Background: an optimization exercise with open tools, aiming at small area, a short achievable clock period and few clock cycles. Do not read the settings as production practice.
Only simulation tests tie the RTL to the original design; equivalence was not proved.

// ssb_synth
module ssb_synth (
    input  wire         clk,
    input  wire         rst,         
    input  wire         in_valid,
    output wire         in_ready,
    input  wire [16*16-1:0] in_row,      
    output wire         out_valid,
    input  wire         out_ready,
    output wire [16*16-1:0] out_pcm      
);
Size: ~13000 cells after synthesis, about 2000 flip-flops, ~520 I/O pins.
export LEC_CHECK = 0
export CAP_MARGIN = 20
export CORE_MARGIN = 2
export CORE_UTILIZATION = 40
export PLACE_DENSITY = 0.6
export SETUP_SLACK_MARGIN = 5
export SLEW_MARGIN = 20
create_clock -name core_clock -period 10.0 [get_ports {clk}]
run.sh (not shown) runs the stock make flow with config.mk's settings and CLKGATE_MAP_FILE= SYNTH_SCRIPT=/design/flow/synth_recipe.tcl, a recipe that flattens the netlist after the stock synthesis.
Testbench counts at the start, summed over its fixed seeds: cycles 8,032.
Rerun with:
==> flow/flow/run.sh (new file) <==
#!/bin/bash
set -euo pipefail
bash standard.sh SETUP_SLACK_MARGIN=6.5 finish > standard_finish.log 2>&1
==> flow/standard.sh (new file) <==
#!/bin/bash
# synth_recipe.tcl (not shown) runs the flow's synth.tcl, then flattens the netlist and writes it again
# the make line also repeats each setting of config.mk as NAME=value (left out here)
make -C /OpenROAD-flow-scripts/flow DESIGN_CONFIG=/design/flow/config.mk WORK_HOME=/design/flow/orfs CLKGATE_MAP_FILE= SYNTH_SCRIPT=/design/flow/synth_recipe.tcl "${@:-finish}"
--- a/flow/config.mk
+++ b/flow/config.mk
@@ -11,3 +11,2 @@
 export PLACE_DENSITY = 0.6
-export SETUP_SLACK_MARGIN = 5
 export SLEW_MARGIN = 20
removed: flow/run.sh
Routed wire length rose by 7.2%. Synthesized area does not change. Worst setup slack gets better by 0.99 ns.


## rev 12
ssb_synth, a different RTL version from the one above (not shown whole).
Size: about 13000 cells after synthesis, roughly 2200 flip-flops, ~520 I/O pins, ~140000 um2 of cells after synthesis.
==> flow/config.mk <==
export PLATFORM = sky130hd
export DESIGN_NAME = ssb_synth
export DESIGN_NICKNAME = ssb_synth
export VERILOG_FILES = /design/flow/design.v
export SDC_FILE = /design/flow/constraint.sdc
export NUM_CORES = 4
export LEC_CHECK = 0
export CAP_MARGIN = 20
export CORE_MARGIN = 2
export CORE_UTILIZATION = 55
export PLACE_DENSITY = 0.65
export SLEW_MARGIN = 20
==> flow/constraint.sdc <==
create_clock -name core_clock -period 10.0 [get_ports {clk}]
set_input_delay 2.0000 -clock core_clock [delete_from_list [all_inputs] [get_ports {clk}]]
set_output_delay 2.0000 -clock core_clock [all_outputs]
set_load 0.01 [all_outputs]
standard.sh (not shown) runs the stock make flow with config.mk's settings and CLKGATE_MAP_FILE= SYNTH_SCRIPT=/design/flow/synth_recipe.tcl, a recipe that flattens the netlist after the stock synthesis.
==> flow/flow/run.sh <==
#!/bin/bash
set -euo pipefail
bash standard.sh SETUP_SLACK_MARGIN=6.5 finish > standard_finish.log 2>&1
Testbench counts of rev 12, summed over its fixed seeds: cycles 8,040.
Input-level comparison between rev 13 and rev 12:
# rev 12
export LEC_CHECK = 0
export CAP_MARGIN = 20
export CORE_MARGIN = 2
export CORE_UTILIZATION = 55
export PLACE_DENSITY = 0.65
export SLEW_MARGIN = 20
create_clock -name core_clock -period 10.0 [get_ports {clk}]
# rev 13
export LEC_CHECK = 0
export CAP_MARGIN = 20
export CORE_MARGIN = 2
export CORE_UTILIZATION = 40
export PLACE_DENSITY = 0.6
export SLEW_MARGIN = 20
create_clock -name core_clock -period 10.0 [get_ports {clk}]
==> flow/run.sh (new file) <==
#!/bin/bash
# synth_recipe.tcl (not shown) runs the flow's synth.tcl, then flattens the netlist and writes it again
# the make line also repeats each setting of config.mk as NAME=value (left out here)
make -C /OpenROAD-flow-scripts/flow DESIGN_CONFIG=/design/flow/config.mk WORK_HOME=/design/flow/orfs CLKGATE_MAP_FILE= SYNTH_SCRIPT=/design/flow/synth_recipe.tcl finish
removed: flow/flow/run.sh
removed: flow/standard.sh
[summary]
Both conditions hold for rev 13: the flow ran to the end and the final layout passed the timing, design-rule and antenna checks.
Maximum net fanout on the critical path: rev 13 and rev 12 compared, lower one is rev 12
Sort rev 13 and rev 12 by number of H-tree levels asc -> top: rev 12
Looking at instance count after placement with tap cells included, rev 13 sits about 8% higher than rev 12 does.
Looking only at total of plain and repair buffers excluding clock buffers, and setting everything else aside, the lower value of rev 13 and rev 12 goes to rev 13.

==> what the ideal ports hide <==
Ports are ideal in the flow. The routed layouts listed here were re-timed in OpenROAD.
Step 1: set_driving_cell puts a clkbuf_16 on clk and a buf_2 on each other input, an assumption about the parent block.
Step 2 also shifts input and output timing later by t, the mid clock arrival at the registers, as if the neighbouring blocks saw the same clock.
a / b / c = ideal / step 1 / step 2; a / b = the first two.
| run | t (ns) | setup WS [ns] | pins driven straight from the clock port |
|---|---|---|---|
| the first run of note 1 | 1.054 | 5.021 / 5.021 / 4.251 | 1 |
| the second run of note 1 | 1.056 | 6.014 / 6.014 / 5.037 | 1 |
| rev 12 | 1.035 | 6.389 / 6.285 / 5.662 | 1 |
| rev 13 | 1.045 | 5.358 / 5.264 / 5.564 | 1 |
After both steps setup and hold are still met in every run listed. For the second run of note 1, which loses most, drivers alone change the setup slack by 0.000 ns; drivers and shift together by -0.977 ns.
